Context: an optimization exercise on an open-source flow, tuned for small area and a short achievable clock period. The choices shown serve that exercise and are no tape-out recipe. At most, simulation tests tie the RTL to the original design; equivalence was not proved. The RTL of run 1 was laid out without a check of its function.

==> design.v <==
module synth_osc (
    input  wire        clk,
    input  wire        rst,
    input  wire        kind_in,    
    input  wire [11:0] period_in,
    input  wire        use_beta,   
    input  wire [1:0]  sel,        
    input  wire        adv,        
    output wire [3:0]  digit,
    output wire        e
);
    reg [10:0] h;
    reg        kind;
    reg [10:0] beta;    
    reg [1:0]  a;
    reg [10:0] r;
    always @(posedge clk) begin
        h    <= period_in[11:1];
        kind <= kind_in;
    end
    wire z  = &beta;           
    wire hz = ~|h;             
    wire [15:0] nb = {5'b11111, ~beta};
    reg  [3:0]  nbits;
    always @(*) begin
        case (sel)
            2'd0: nbits = nb[15:12];
            2'd1: nbits = nb[11:8];
            2'd2: nbits = nb[7:4];
            default: nbits = nb[3:0];
        endcase
    end
    function [11:0] dstep(input [10:0] rin, input nbit, input [10:0] hh);
        reg [11:0] t;
        reg [12:0] d;
        begin
            t = {rin, nbit};
            d = {1'b0, t} - {2'b0, hh};
            dstep = d[12] ? {1'b0, t[10:0]} : {1'b1, d[10:0]};
        end
    endfunction
    function [11:0] dstep_r(input [10:0] rin, input nbit, input [10:0] hh);
        reg [11:0] t;
        reg [11:0] d;
        reg        bw;
        integer    i;
        begin
            t  = {rin, nbit};
            bw = 1'b0;
            for (i = 0; i < 11; i = i + 1) begin
                d[i] = t[i] ^ hh[i] ^ bw;
                bw   = (~t[i] & hh[i]) | (~(t[i] ^ hh[i]) & bw);
            end
            bw = ~t[11] & bw;
            dstep_r = bw ? {1'b0, t[10:0]} : {1'b1, d[10:0]};
        end
    endfunction
    wire [10:0] r0 = use_beta ? beta : r;
    localparam [3:0] RM = 4'b1100;
    wire [11:0] s1 = RM[3] ? dstep_r(r0,       nbits[3], h) : dstep(r0,       nbits[3], h);
    wire [11:0] s2 = RM[2] ? dstep_r(s1[10:0], nbits[2], h) : dstep(s1[10:0], nbits[2], h);
    wire [11:0] s3 = RM[1] ? dstep_r(s2[10:0], nbits[1], h) : dstep(s2[10:0], nbits[1], h);
    wire [11:0] s4 = RM[0] ? dstep_r(s3[10:0], nbits[0], h) : dstep(s3[10:0], nbits[0], h);
    always @(posedge clk)
        r <= s4[10:0];
    wire a1 = (a == 2'd1);
    wire a2 = (a == 2'd2);
    wire en = kind & ~z;
    wire cm = kind ? (~a1 | z) : ((a1 & ~z) | a2);
    assign e = kind & ~(a1 & z);
    assign digit = {4{cm}} ^ ({s1[11], s2[11], s3[11], s4[11]} & {4{en}});
    reg [10:0] binc;
    reg [10:0] b2;
    reg        cy;
    integer    k;
    always @(*) begin
        cy = 1'b1;
        for (k = 0; k < 11; k = k + 1) begin
            binc[k] = beta[k] ^ cy;
            cy      = beta[k] & cy;
        end
        b2[0] = beta[0];
        cy = 1'b1;
        for (k = 1; k < 11; k = k + 1) begin
            b2[k] = beta[k] ^ cy;
            cy    = beta[k] & cy;
        end
    end
    wire last = (b2 == h);
    wire wrap = hz | last | a2;
    always @(posedge clk) begin
        if (rst) begin
            a    <= 2'd0;
            beta <= 11'h7ff;
        end else if (adv) begin
            beta <= wrap ? 11'h7ff : binc;
            if (wrap)
                a <= (hz | a2) ? 2'd0 : (a == 2'd0) ? 2'd1 : (period_in[0] ? 2'd2 : 2'd0);
        end
    end
endmodule
module voice_synth #(
    parameter NV = 4,     
    parameter W  = 16,    
    parameter P  = 8,     
    parameter PW = 12,    
    parameter DW = 16     
) (
    input  wire             clk,
    input  wire             rst,
    input  wire [DW-1:0]    cfg_divisor,
    input  wire [NV-1:0]    cfg_kind,
    input  wire [NV*PW-1:0] cfg_period,
    input  wire             tx_ready,
    output wire [P-1:0]     tx_data,
    output reg              tx_accept
);
    localparam [1:0] S_COMPUTE = 2'd0, S_WAITING = 2'd1, S_READY = 2'd2;
    localparam [1:0] M_COMPUTE = 2'd0, M_SENDACK = 2'd1, M_IDLE = 2'd2;
    localparam [1:0] I_IDLE = 2'd0, I_IT2 = 2'd1, I_IT3 = 2'd2, I_IT4 = 2'd3;
    reg  [1:0]  vstate;
    reg  [1:0]  mstate;
    reg         ack;
    reg  [15:0] div;
    reg  [7:0]  out_byte;
    reg  [1:0]  it;
    reg  [17:0] acc;
    assign tx_data = out_byte;
    wire [15:0] digits;
    wire [3:0]  es;
    genvar g;
    generate
        for (g = 0; g < 4; g = g + 1) begin : voice
            synth_osc osc (
                .clk       (clk),
                .rst       (rst),
                .kind_in   (cfg_kind[g]),
                .period_in (cfg_period[g*12 +: 12]),
                .use_beta  (it == I_IDLE),
                .sel       (it),
                .adv       (it == I_IT4),
                .digit     (digits[g*4 +: 4]),
                .e         (es[g])
            );
        end
    endgenerate
    wire [6:0] dsum = digits[3:0] + digits[7:4] + digits[11:8] + digits[15:12]
                    - ((it == I_IT4) ? (es[0] + es[1] + es[2] + es[3]) : 3'd0);
    wire [2:0]  lo  = {1'b0, acc[1:0]} + {1'b0, dsum[5:4]};
    wire        inc = ~dsum[6] & lo[2];
    wire        dec = dsum[6] & ~|acc[1:0];
    reg  [11:0] ones, zeros;
    integer     k;
    always @(*) begin
        ones[0] = 1'b1; zeros[0] = 1'b1;
        for (k = 1; k < 12; k = k + 1) begin
            ones[k]  = ones[k-1] & acc[k+1];
            zeros[k] = zeros[k-1] & ~acc[k+1];
        end
    end
    wire [17:0] step = {acc[13:2] ^ ((ones & {12{inc}}) | (zeros & {12{dec}})),
                        dsum[6] ? acc[1:0] - 2'd1 : lo[1:0],
                        dsum[3:0]};
    reg [17:0] acc0;
    always @(*) begin
        case (cfg_kind)
            4'b0000: acc0 = 18'd0;
            4'b0001, 4'b0010, 4'b0100, 4'b1000: acc0 = 18'd4095;
            4'b0111, 4'b1011, 4'b1101, 4'b1110: acc0 = 18'd12285;
            4'b1111: acc0 = 18'd16380;
            default: acc0 = 18'd8190;
        endcase
    end
    wire accept = (mstate == M_SENDACK) & tx_ready;
    always @(posedge clk) begin
        if (rst) begin
            it  <= I_IT4;
            acc <= acc0;
        end else begin
            it <= (it == I_IDLE) ? (accept ? I_IT2 : I_IDLE) : it + 2'd1;
            if (it == I_IDLE)
                acc[5:0] <= dsum[5:0];
            else
                acc <= step;
        end
    end
    reg [15:0] dinc;
    reg        dc;
    always @(*) begin
        dc = 1'b1;
        for (k = 0; k < 16; k = k + 1) begin
            dinc[k] = div[k] ^ dc;
            dc      = div[k] & dc;
        end
    end
    always @(posedge clk) begin
        if (rst) begin
            vstate    <= S_COMPUTE;
            mstate    <= M_COMPUTE;
            div       <= 16'd0;
            out_byte  <= 8'd0;
            ack       <= 1'b0;
            tx_accept <= 1'b0;
        end else begin
            div <= (dinc == cfg_divisor) ? 16'd0 : dinc;
            case (vstate)
                S_COMPUTE: vstate <= S_WAITING;
                S_WAITING: if (!ack) vstate <= S_READY;
                S_READY:   if (ack)  vstate <= S_COMPUTE;
                default:   vstate <= S_COMPUTE;
            endcase
            case (mstate)
                M_COMPUTE: if (vstate == S_READY) mstate <= M_SENDACK;
                M_SENDACK: begin
                    ack <= 1'b1;
                    if (tx_ready) begin
                        out_byte  <= acc[17:10];
                        tx_accept <= 1'b1;
                        mstate    <= M_IDLE;
                    end
                end
                M_IDLE: begin
                    ack       <= 1'b0;
                    tx_accept <= 1'b0;
                    if (div == 16'd0)
                        mstate <= M_COMPUTE;
                end
                default: mstate <= M_COMPUTE;
            endcase
        end
    end
endmodule
==> flow/run.sh <==
#!/bin/bash
# The standard layout (the standard.sh, unchanged synthesis), with the
# port buffers made of sky130_fd_sc_hd__buf_1 instead of the default cell.
set -euo pipefail
bash standard.sh BUFFER_PORTS_ARGS="-buffer_cell sky130_fd_sc_hd__buf_1" finish > standard.log 2>&1
==> standard.sh <==
#!/bin/bash
# synth_recipe.tcl (not shown) runs the flow's synth.tcl, then flattens the netlist and writes it again
# the make line also repeats each setting of config.mk as NAME=value (left out here)
make -C /OpenROAD-flow-scripts/flow DESIGN_CONFIG=/design/flow/config.mk WORK_HOME=/design/flow/orfs CLKGATE_MAP_FILE= SYNTH_SCRIPT=/design/flow/synth_recipe.tcl "${@:-finish}"
==> config.mk <==
export PLATFORM = sky130hd
export DESIGN_NAME = voice_synth
export DESIGN_NICKNAME = voice_synth
export VERILOG_FILES = /design/flow/design.v
export SDC_FILE = /design/flow/constraint.sdc
export NUM_CORES = 4
export LEC_CHECK = 0
export CAP_MARGIN = 20
export CORE_MARGIN = 2
export CORE_UTILIZATION = 40
export CTS_BUF_LIST = sky130_fd_sc_hd__clkbuf_8
export SLEW_MARGIN = 20
==> constraint.sdc <==
create_clock -name core_clock -period 90.0 [get_ports {clk}]
set_input_delay 18.0000 -clock core_clock [delete_from_list [all_inputs] [get_ports {clk}]]
set_output_delay 18.0000 -clock core_clock [all_outputs]
set_load 0.01 [all_outputs]
==> results of run 1 <==
[critical path: cells and delay by family (launching register included)]
family,cells,cell delay [ns]
mux,3,1.06
xor+xnor,1,0.28
buf+inv,8,0.69
simple gates,12,3.17
fa+ha+maj,29,11.09
compound gates,15,3.46
flops,1,0.44
[cell usage in the layout, fill, tap and decap left out, types with 10 or more instances in the layout]
cell type / count
a21o_1: 17
mux2_2: 86
buf_1: 78
nor3_1: 41
xor2_1: 52
nor2_1: 109
nor4_1: 20
and2_1: 21
buf_4: 12
nand2b_1: 20
ha_1: 202
o21ai_0: 81
clkbuf_8: 18
xnor2_1: 85
nand4_1: 17
nand3_1: 20
o21a_1: 10
a21oi_1: 94
o22ai_1: 14
fa_1: 100
mux2i_1: 125
or3_1: 12
o31ai_1: 32
nor2b_1: 25
dfxtp_1: 182
edfxtp_1: 12
nand2_1: 167
inv_1: 123
[registers in the layout, summed over array words and instances, names as in the netlist, 4 cells and up]
signal / count
out_byte: 8
acc: 18
div: 16
voice.osc.kind: 4
voice.osc.beta: 44
voice.osc.h: 44
voice.osc.r: 44
voice.osc.a: 8
[metrics by stage]
stage / hold WS, ns
final: 0.4610
after global routing: 0.4909
after CTS: 0.4629
after detailed placement: 0.4473
after global placement: 0.4385
after floorplan: 0.4207
[Yosys cell counts, types with 11 or more instances]
cell / count / share of area
edfxtp_1: 12 / 0.021
o31ai_1: 32 / 0.014
dfxtp_1: 182 / 0.21
o22ai_1: 14 / 0.0050
nor4_1: 20 / 0.0072
a21oi_1: 94 / 0.027
inv_1: 123 / 0.027
o21ai_0: 81 / 0.023
clkbuf_1: 29 / 0.0063
nand2_1: 167 / 0.036
xnor2_1: 85 / 0.043
nor2b_1: 25 / 0.0090
buf_2: 11 / 0.0032
a21o_1: 17 / 0.0073
nand4_1: 17 / 0.0061
nor3_1: 41 / 0.012
and2_1: 21 / 0.0076
or3_1: 12 / 0.0043
mux2i_1: 125 / 0.072
fa_1: 100 / 0.12
ha_1: 204 / 0.15
mux2_2: 86 / 0.056
nand2b_1: 20 / 0.0072
nor2_1: 109 / 0.024
nand3_1: 20 / 0.0058
xor2_1: 52 / 0.026
[worst max-delay path by stage]
stage	cells after the start	end
after floorplan	5	div[10]
after detailed placement	68	acc[17]
final	68	acc[17]
after global placement	68	acc[17]
after global routing	68	acc[17]
after CTS	68	acc[17]
[cell families after synthesis]
kind of cell / after synthesis / synth area share
AO/OA/AOI/OAI: 343 / 0.1280
XOR/XNOR: 137 / 0.06904
adder cells (fa/ha/maj): 304 / 0.2621
buffers and inverters: 180 / 0.04118
flip-flops: 194 / 0.2304
multiplexers: 216 / 0.1314
AND/OR/NAND/NOR: 497 / 0.1379
[final cells by class]
class / count / area (um2) / share of cell area
Clock inverter: 14 / 152.6 / 0.008176
Sequential cell: 194 / 4004 / 0.2145
Multi-Input combinational cell: 1497 / 12670 / 0.6788
Clock buffer: 18 / 247.7 / 0.01327
Timing Repair Buffer: 91 / 387.9 / 0.02078
Inverter: 126 / 473.0 / 0.02533
Tap cell: 585 / 732.0 / 0.03921
[layer usage]
layer | wire length (um) | up-vias | global-route usage
met2 | 19380 | 257 | 0.3248
li1 | - | 6746 | -
met4 | 590 | 0 | 0.05184
met5 | 0 | - | 0
met1 | 19030 | 6217 | 0.2433
met3 | 1338 | 31 | 0.02925
==> impl_metrics.tcl, run 1 <==
set metrics [dict create \
    dp_worst_setup_slack_ns 69.45 \
    crit_fanout 25 \
    drive_above_1_share 0.08454 \
    hold_path_depth 1 \
    h-tree-depth 4 \
    worstHoldEndpoint "vstate[1]" \
    max_cap_viol_count 0 \
    drt_iter0_drc 633 \
    gp_congestion 0.8609 \
    critPathCaptureType "flip-flop" \
    cp-startpoint "it[0]" \
    synth-warning-count 2 \
    area_delta_synth_final_pct 7.423 \
    r2r_setup_slack_ns 69.49 \
    grt_pass1_vias 13540 \
    fmax_mhz 48.77 \
    post-route-min-period_ns 20.51 \
    slew_headroom 0.3987 \
    grt_start_max_net_pins 53 \
    initial_core_util 0.4043 \
    postCtsHoldBufs 0 \
    setup_slack_ns 69.49 \
    worstPathArrival_ns 20.80 \
    via_per_inst 5.248 \
    clock_latency_ns 0.56 \
    mappedNetlistArea_um2 17380 \
    dp_cells 2493 \
    cts_buffers 17 \
    cts_tree "yes" \
    drc 0 \
    clkTransAtPathRegs_ns 0.11 \
    cts_setup_buffers 0 \
    max_stage_delay_ns 0.68 \
    cts_root_buf "clkbuf_8" \
    synthCells 1871 \
    synth_seq_cells 194 \
    first_pass_iters 5 \
    r2r_start "it[0]" \
    fin_setup_tns_ns 0 \
    grt_setup_unrepaired "no" \
    drv_slew 0 \
    outcome "finished clean" \
    utilization 0.4344 \
    synth_seq_area_share 0.2304 \
    routed_wl_mm 40.33 \
    synth_cell_types 82 \
    tightest_slew_ns 0.9001 \
    ys.flop_type "dfxtp_1" \
    postRouteAntennaNets 0 \
    nets 2302 \
    grt_pass1_wl_mm 67.86 \
    min_period_over_period 0.2278 \
    synthesis.nets 2246 \
    die_width_um 212.4 \
    place_hpwl_mm 32.58 \
    placed_cell_area_um2 18260 \
    synth_edf_count 12 \
    hp-class "reg2reg" \
    io_buffers 79 \
    fillers 4236 \
    required_ns 90.29 \
    critical-path-slowest-cell "nor2_2" \
    antenna_found_initial 0 \
    cts_buffer_depth 2 \
    cts_resized 0 \
    finClkSkew_ns 0.01533 \
    worstHoldStart "ack" \
    wl_per_cell_um 15.97 \
    critPathLaunchType "flip-flop" \
    diodes 0 \
    path_class "reg2reg" \
    crit_top_cell "fa_1" \
    pin_count 80 \
    async_reset_ff_frac 0 \
    vias 13251 \
    die_area_um2 45130 \
    r2r_end "acc[17]" \
    fin_area_um2 18670 \
    reg2reg_depth 68 \
    rows 76 \
    clkSinkCount 194 \
    stdcell_count 2525 \
    coreArea_um2 42980 \
    final-hold-violation-count 0 \
    avgSynthCellArea_um2 9.289 \
    die_h_um 212.4 \
    grt_overflow_total 0 \
    finalSetupViolCount 0 \
    grt_usage 0.1881 \
]
==> inputs of run 2 (changes only) <==
--- a/design.v
+++ b/design.v
@@ -40,26 +40,9 @@
         end
     endfunction
-    function [11:0] dstep_r(input [10:0] rin, input nbit, input [10:0] hh);
-        reg [11:0] t;
-        reg [11:0] d;
-        reg        bw;
-        integer    i;
-        begin
-            t  = {rin, nbit};
-            bw = 1'b0;
-            for (i = 0; i < 11; i = i + 1) begin
-                d[i] = t[i] ^ hh[i] ^ bw;
-                bw   = (~t[i] & hh[i]) | (~(t[i] ^ hh[i]) & bw);
-            end
-            bw = ~t[11] & bw;
-            dstep_r = bw ? {1'b0, t[10:0]} : {1'b1, d[10:0]};
-        end
-    endfunction
     wire [10:0] r0 = use_beta ? beta : r;
-    localparam [3:0] RM = 4'b1100;
-    wire [11:0] s1 = RM[3] ? dstep_r(r0,       nbits[3], h) : dstep(r0,       nbits[3], h);
-    wire [11:0] s2 = RM[2] ? dstep_r(s1[10:0], nbits[2], h) : dstep(s1[10:0], nbits[2], h);
-    wire [11:0] s3 = RM[1] ? dstep_r(s2[10:0], nbits[1], h) : dstep(s2[10:0], nbits[1], h);
-    wire [11:0] s4 = RM[0] ? dstep_r(s3[10:0], nbits[0], h) : dstep(s3[10:0], nbits[0], h);
+    wire [11:0] s1 = dstep(r0,       nbits[3], h);
+    wire [11:0] s2 = dstep(s1[10:0], nbits[2], h);
+    wire [11:0] s3 = dstep(s2[10:0], nbits[1], h);
+    wire [11:0] s4 = dstep(s3[10:0], nbits[0], h);
     always @(posedge clk)
         r <= s4[10:0];
==> run.sh (new file) <==
#!/bin/bash
# synth_recipe.tcl (not shown) runs the flow's synth.tcl, then flattens the netlist and writes it again
# the make line also repeats each setting of config.mk as NAME=value (left out here)
make -C /OpenROAD-flow-scripts/flow DESIGN_CONFIG=/design/flow/config.mk WORK_HOME=/design/flow/orfs CLKGATE_MAP_FILE= SYNTH_SCRIPT=/design/flow/synth_recipe.tcl finish
--- a/config.mk
+++ b/config.mk
@@ -9,4 +9,3 @@
 export CORE_MARGIN = 2
 export CORE_UTILIZATION = 40
-export CTS_BUF_LIST = sky130_fd_sc_hd__clkbuf_8
 export SLEW_MARGIN = 20
removed: flow/run.sh
removed: standard.sh
==> impl_metrics.tcl, run 2 <==
set metrics [dict create \
    slew_headroom 0.2888 \
    worstHoldStart "ack" \
    rows 80 \
    dp_worst_setup_slack_ns 70.14 \
    ys.flop_type "dfxtp_1" \
    drt_iter0_drc 838 \
    r2r_start "it[0]" \
    synthTopCellsByArea "dfxtp_1, ha_1, mux2_2, xnor2_1, nand2_1" \
    cp_num_buf_inv 1 \
    h-tree-depth 4 \
    wl_per_cell_um 16.30 \
    nets 2670 \
    coreArea_um2 47550 \
    yosysMostFrequentCell "ha_1" \
    fmax_mhz 51.55 \
    diodes 0 \
    vias 16012 \
    r2r_end "acc[17]" \
    die_width_um 223.1 \
    io_buffers 79 \
    cts_root_buf "clkbuf_16" \
    setup_slack_ns 70.60 \
    first_pass_iters 6 \
    postRouteAntennaNets 0 \
    antenna_found_initial 0 \
    max_cap_viol_count 0 \
    drc 0 \
    top_regs "voice.osc.beta: 44 flops, voice.osc.h: 44 flops, voice.osc.r: 44 flops" \
    synth_cell_types 98 \
    avgSynthCellArea_um2 8.588 \
    finalSetupViolCount 0 \
    final-hold-violation-count 0 \
    hold_path_depth 1 \
    drive_above_1_share 0.09304 \
    critPathLaunchType "flip-flop" \
    fin_setup_tns_ns 0 \
    via_per_inst 5.493 \
    routed_wl_mm 47.50 \
    synth_top_area_frac 0.1897 \
    pin_count 80 \
    drv_slew 0 \
    clkTransAtPathRegs_ns 0.08 \
    synthesis.nets 2619 \
    cts_buffer_depth 2 \
    synth_edf_count 12 \
    critical-path-slowest-cell "clkdlybuf4s50_1" \
    initial_core_util 0.4039 \
    cp_cell_sequence "clkdlybuf4s50_1" \
    synth-warning-count 2 \
    yosysTopAreaCell "dfxtp_1" \
    place_hpwl_mm 37.61 \
    die_area_um2 49780 \
    critPathCaptureType "output pin" \
    grt_pass1_vias 15687 \
    die_h_um 223.1 \
    grt_setup_unrepaired "no" \
    synth_seq_area_share 0.2085 \
    area_delta_synth_final_pct 10.17 \
    crit_fanout 3 \
    reg2reg_depth 52 \
    hp-class "reg2reg" \
    synthCells 2236 \
    cts_tree "yes" \
    final_common_cell "ha_1" \
    outcome "finished clean" \
    r2r_setup_slack_ns 74.52 \
    path_class "reg2out" \
    cts_buffers 17 \
    max_stage_delay_ns 0.55 \
    final_cell_mix "ha_1, nand2_1, dfxtp_1, nor2_1, inv_1" \
    clkSinkCount 194 \
    grt_pass1_wl_mm 79.04 \
    cp_top_family "buffers and inverters" \
    worstHoldEndpoint "vstate[1]" \
    min_period_over_period 0.2155 \
    tightest_slew_ns 1.063 \
    grt_overflow_total 0 \
    grt_start_max_net_pins 73 \
    post-route-min-period_ns 19.40 \
    cts_setup_buffers 0 \
    clock_latency_ns 0.49 \
    grt_usage 0.1953 \
    gp_congestion 0.8579 \
    async_reset_ff_frac 0 \
    synthTopCellsByCount "ha_1, nand2_1, dfxtp_1, nor2_1, inv_1" \
    finClkSkew_ns 0.01075 \
    cts_resized 0 \
    synth_seq_cells 194 \
    postCtsHoldBufs 0 \
    mappedNetlistArea_um2 19200 \
    worstPathArrival_ns 1.40 \
    required_ns 72.00 \
]
## run 2: cell types whose count changed after synthesis, moves of 14 or more
cell / previous run / this run
ha_1: 204 / 284
fa_1: 100 / 28
mux2i_1: 125 / 67
nor2_1: 109 / 164
o21ai_0: 81 / 133
a21oi_1: 94 / 134
nand2_1: 167 / 207
mux2_2: 86 / 119
xnor2_1: 85 / 116
xor2_1: 52 / 77
inv_1: 123 / 141
nor2b_1: 25 / 42
a21o_1: 17 / 32
a21boi_0: 7 / 21
## run 2: cell type report
type                            instances  area (um2)
Fill cell                            4667       26390
Multi-Input combinational cell       1841       14380
Clock buffer                           17       425.4
Tap cell                              615       769.5
Sequential cell                       194        4004
Inverter                              141       529.3
Clock inverter                         15       166.4
Timing Repair Buffer                   92       883.3
## run 2: kinds of logic after synthesis
logic type / Yosys count / synth area share
mux: 201 / 0.1153
compound gates: 514 / 0.1772
flops: 194 / 0.2085
fa+ha+maj: 312 / 0.2142
simple gates: 621 / 0.1538
xor+xnor: 193 / 0.08802
buf+inv: 201 / 0.04300
## run 2: worst max-delay path by stage
stage               slack (ns)       startpoint  depth (start not counted)         to
CTS                      70.56        tx_accept                          1  tx_accept
floorplan                70.94   cfg_divisor[6]                          5    div[10]
global placement         70.14  cfg_divisor[13]                          5    div[10]
finish                   70.60        tx_accept                          1  tx_accept
global route             70.53        tx_accept                          1  tx_accept
detailed placement       70.14  cfg_divisor[13]                          5     div[7]
## run 2: metal layers
| metal | GRT usage | share of wire | up-vias | routed length, um |
|---|---|---|---|---|
| li1 | - | - | 8144 | - |
| met1 | 0.2548 | 0.48 | 7580 | 22910 |
| met2 | 0.3336 | 0.47 | 244 | 22380 |
| met3 | 0.02976 | 0.031 | 44 | 1455 |
| met4 | 0.05564 | 0.016 | 0 | 757 |
| met5 | 0 | 0 | - | 0 |
## run 2: per-stage QoR
step	hold WS, ns	instances	instance area [um2]	util
after floorplan	0.4207	2236	19200	-
after global placement	0.4285	2883	20560	0.4325
after detailed placement	0.4416	2883	20560	0.4325
after CTS	0.4488	2915	21160	0.4450
after global routing	0.4732	2915	21160	0.4450
final	0.4492	2915	21160	0.4450

separate check: timing with driven ports:
How much do the figures lean on ideal ports? The routed layouts below were timed once more, with nothing changed but the port constraints. Step 1 (the two cells are an assumption about what drives the block):
set clk [get_ports {clk}]
set_driving_cell -lib_cell sky130_fd_sc_hd__clkbuf_16 $clk
set_driving_cell -lib_cell sky130_fd_sc_hd__buf_2 [delete_from_list [all_inputs] $clk]
Step 2 times the ports against the registers' clock, not the clock port: input delays grow and output delays shrink by t, the midpoint of the rising clock arrivals with the driver on. Three values: no drivers, after step 1, after step 2; two values: the first two.
run	t, ns	slack for setup (ns)	worst setup path at the end
run 1	0.602	69.494 / 69.494 / 69.494	register to register
run 2	0.546	70.602 / 70.545 / 70.157	input to register
After both steps setup and hold are still met in every run listed. For run 2, which loses most, drivers alone change the setup slack by -0.057 ns; drivers and shift together by -0.445 ns.
